Background: an optimization exercise with open tools, aiming at small area. Do not read the settings as production practice. Function was checked by simulation only, so behaviour that the tests miss may differ from the original. Power is estimated from default activity; no workload was simulated.

## job 9505
## fli_dec
module fli_dec (
    input  wire        clk,
    input  wire        rst,           
    input  wire        host_we,
    input  wire [2:0]  host_addr,     
    input  wire [31:0] host_wdata,
    output wire [5:0]  status,        
    output wire [1:0]  ctrl,          
    output wire [31:0] ip,
    output wire [31:0] errcode,
    input  wire        s_valid,
    input  wire [7:0]  s_data,
    input  wire        s_err,         
    input  wire [31:0] s_errcode,
    output wire        s_ready,
    output reg         fb_we,
    output wire        fb_wbank,
    output wire [15:0] fb_waddr,
    output reg  [7:0]  fb_wdata,
    output wire        fb_re,
    output wire        fb_rbank,
    output wire [15:0] fb_raddr,
    input  wire [7:0]  fb_rdata,
    output reg         pal_we,
    output wire        pal_wbank,
    output wire [9:0]  pal_waddr,
    output reg  [7:0]  pal_wdata,
    output wire        pal_re,
    output wire        pal_rbank,
    output wire [9:0]  pal_raddr,
    input  wire [7:0]  pal_rdata
);
For scale: about 1,500 cells after synthesis, about 230 flip-flops, roughly 250 I/O pins.
Settings: LEC_CHECK=0, CAP_MARGIN=20, CORE_MARGIN=2, CORE_UTILIZATION=40, CTS_BUF_LIST=sky130_fd_sc_hd__clkbuf_4, GPL_TIMING_DRIVEN=0, SLEW_MARGIN=20; clock period 11.0 ns.
standard.sh (not shown) runs the stock make flow with config.mk's settings and CLKGATE_MAP_FILE= SYNTH_SCRIPT=/design/flow/synth_recipe.tcl, a recipe that flattens the netlist after the stock synthesis.
==> flow/flow/run.sh <==
#!/bin/bash
# Layout flow: the standard flow (standard.sh), with these changes.
#  1. Synthesis is the standard synthesis script (synth_recipe.tcl) with
#     two changes for area: ABC maps the logic with an area-oriented script
#     (abc_area.script), and Yosys builds carry chains as ripple chains
#     (lcu_ripple.v) instead of Kogge-Stone trees.  Neither touches the
#     registers: names, count and cells are the standard synthesis's.
#  2. The port buffers that placement inserts are sky130_fd_sc_hd__buf_1.
#  3. Clock tree synthesis uses clkbuf_4 buffers and no dummy loads.
# Each step's full output is in synth.log / layout.log here, and ORFS's own
# logs are under orfs/logs/.
set -euo pipefail
flow_dir=$(cd "$(dirname "${BASH_SOURCE[0]}")" && pwd)
export FLOW_ABC_SCRIPT="$flow_dir/abc_area.script"
export FLOW_STD_SYNTH="$PWD/synth_recipe.tcl"
knobs=("SYNTH_SCRIPT=$flow_dir/synth.tcl"
       "SYNTH_OPERATIONS_ARGS=-extra-map $flow_dir/lcu_ripple.v"
       "SYNTH_INSBUF=0"
       "BUFFER_PORTS_ARGS=-buffer_cell sky130_fd_sc_hd__buf_1"
       "CTS_ARGS=-sink_clustering_enable -repair_clock_nets -dont_use_dummy_load -buf_list sky130_fd_sc_hd__clkbuf_4")
bash standard.sh "${knobs[@]}" synth > synth.log 2>&1
bash standard.sh "${knobs[@]}" finish > layout.log 2>&1
==> flow/flow/abc_area.script <==
&get -n
&st
&deepsyn -T 30
&dch
&nf -a -R 1000
&put
topo
==> flow/flow/lcu_ripple.v <==
// Ripple carry chain for Yosys's $lcu (carry lookahead unit): the smallest
// form, for an area-oriented synthesis
(* techmap_celltype = "$lcu" *)
module _70_lcu_ripple (P, G, CI, CO);
	parameter WIDTH = 2;

	(* force_downto *)
	input [WIDTH-1:0] P, G;
	input CI;

	(* force_downto *)
	output [WIDTH-1:0] CO;

	integer i;
	(* force_downto *)
	reg [WIDTH-1:0] g;

	wire [1023:0] _TECHMAP_DO_ = "proc; opt -fast";

	always @* begin
		g = G;
		g[0] = g[0] | (P[0] & CI);
		for (i = 1; i < WIDTH; i = i + 1)
			g[i] = g[i] | P[i] & g[i - 1];
	end

	assign CO = g;
endmodule
==> flow/flow/synth.tcl <==
# The standard synthesis (synth_recipe.tcl), with ABC's technology mapping
# run with an area-oriented script; nothing else changes
proc abc {args} {
  set i [lsearch -exact $args -script]
  if { $i >= 0 } { lset args [expr {$i + 1}] $::env(FLOW_ABC_SCRIPT) }
  puts "abc with area script: $args"
  yosys abc {*}$args
}
source $::env(FLOW_STD_SYNTH)
Input-level comparison between job 4761 and job 9505:
# job 9505
export LEC_CHECK = 0
export CAP_MARGIN = 20
export CORE_MARGIN = 2
export CORE_UTILIZATION = 40
export CTS_BUF_LIST = sky130_fd_sc_hd__clkbuf_4
export GPL_TIMING_DRIVEN = 0
export SLEW_MARGIN = 20
create_clock -name core_clock -period 11.0 [get_ports {clk}]
# job 4761
export LEC_CHECK = 0
export CAP_MARGIN = 20
export CORE_MARGIN = 2
export CORE_UTILIZATION = 65
export CTS_BUF_LIST = sky130_fd_sc_hd__clkbuf_4
export PLACE_DENSITY = 0.8
export SLEW_MARGIN = 20
create_clock -name core_clock -period 11.0 [get_ports {clk}]
diff --git a/flow/flow/run.sh b/flow/flow/run.sh
--- a/flow/flow/run.sh
+++ b/flow/flow/run.sh
@@ -17,3 +17,2 @@
        "SYNTH_OPERATIONS_ARGS=-extra-map $flow_dir/lcu_ripple.v"
-       "SYNTH_INSBUF=0"
        "BUFFER_PORTS_ARGS=-buffer_cell sky130_fd_sc_hd__buf_1"
## What came out
- Job 4761 completed; timing, DRC and antenna clean
- On clock period minus final worst setup slack: job 4761 sits below job 9505.
- Relative to job 9505, maximum fanout encountered on the critical timing path has gone up in job 4761.
- Taking job 9505 as the reference, in job 4761 non-clock buffer count shows an increase of 40, post-route worst hold slack moved up.
Changes in job 2689 relative to job 4761:
# job 4761
export LEC_CHECK = 0
export CAP_MARGIN = 20
export CORE_MARGIN = 2
export CORE_UTILIZATION = 65
export CTS_BUF_LIST = sky130_fd_sc_hd__clkbuf_4
export PLACE_DENSITY = 0.8
export SLEW_MARGIN = 20
create_clock -name core_clock -period 11.0 [get_ports {clk}]
# job 2689
export LEC_CHECK = 0
export CAP_MARGIN = 20
export CORE_MARGIN = 2
export CORE_UTILIZATION = 40
export CTS_BUF_LIST = sky130_fd_sc_hd__clkbuf_4
export SLEW_MARGIN = 20
create_clock -name core_clock -period 11.0 [get_ports {clk}]
diff --git a/flow/flow/run.sh b/flow/flow/run.sh
--- a/flow/flow/run.sh
+++ b/flow/flow/run.sh
@@ -18,3 +18,3 @@
        "BUFFER_PORTS_ARGS=-buffer_cell sky130_fd_sc_hd__buf_1"
-       "CTS_ARGS=-sink_clustering_enable -repair_clock_nets -dont_use_dummy_load -buf_list sky130_fd_sc_hd__clkbuf_4")
+       "CTS_ARGS=-sink_clustering_enable -repair_clock_nets -dont_use_dummy_load -sink_clustering_size 8 -sink_clustering_max_diameter 80 -buf_list sky130_fd_sc_hd__clkbuf_4")
 bash standard.sh "${knobs[@]}" synth > synth.log 2>&1
[summary]
Job 2689 ended with more buffer and inverter count on the worst path than job 4761.
Job 2689 drops fewer vias than job 4761.
Job 2689 vs job 4761 — power dissipated in the clock network dropped by more than 10%
The estimated power of job 2689 ends up lower than the estimate for job 4761.
Comparing job 2689 and job 4761, the higher worst-case setup margin in the final layout is on job 4761.
In the reports for job 2689 and job 4761, the larger share of the clock period used by the worst path belongs to job 2689.
The more densely filled core belongs to job 4761, not job 2689.
Job 2689 vs job 4761: die extent in x up by more than a quarter
Against job 4761 as the reference, job 2689 delivers a higher design area.
In job 2689, the total global routing track utilization came out 13 points below the value in job 4761.
Input changes introduced in job 2473 (baseline for comparison: job 2689):
diff --git a/flow/flow/run.sh b/flow/flow/run.sh
--- a/flow/flow/run.sh
+++ b/flow/flow/run.sh
@@ -18,3 +18,3 @@
        "BUFFER_PORTS_ARGS=-buffer_cell sky130_fd_sc_hd__buf_1"
-       "CTS_ARGS=-sink_clustering_enable -repair_clock_nets -dont_use_dummy_load -sink_clustering_size 8 -sink_clustering_max_diameter 80 -buf_list sky130_fd_sc_hd__clkbuf_4")
+       "CTS_ARGS=-sink_clustering_enable -repair_clock_nets -dont_use_dummy_load -buf_list sky130_fd_sc_hd__clkbuf_4")
 bash standard.sh "${knobs[@]}" synth > synth.log 2>&1
Notes after the runs:
- Changes observed in job 2473 relative to job 2689: design area increased by 1.5% relative to the old numbers, TritonCTS buffer count increased by 94% relative to the old numbers, number of DRC violations after detailed-routing iteration 0 increased by 6.6% relative to the old numbers.

## separate check: timing with driven ports
How much do the figures lean on ideal ports? The routed layouts below were timed once more, with nothing changed but the port constraints. Step 1, drivers: a clkbuf_16 drives clk and a buf_2 each remaining input, both assumed. Step 2 moves the port delays by t, midway between the first and last clock arrival at a register: inputs arrive t later, outputs are due t later. That takes back most of the time a late clock gives input paths. Slacks: no drivers / after step 1 / after step 2; pairs: no drivers / after step 1.
| run | t (ns) | slack for setup (ns) | worst register clock-pin slew, ns |
|---|---|---|---|
| job 9505 | 0.736 | 0.458 / 0.458 / 0.022 | 0.07 / 0.07 |
| job 4761 | 0.675 | 0.508 / 0.508 / 0.508 | 0.07 / 0.07 |
| job 2689 | 0.740 | 0.471 / 0.471 / 0.471 | 0.11 / 0.11 |
| job 2473 | 0.740 | 0.589 / 0.589 / 0.463 | 0.07 / 0.07 |
After both steps setup and hold are still met in every run listed. The setup slack of job 9505, which loses most, moves by 0.000 ns with the drivers and by -0.436 ns with both steps.
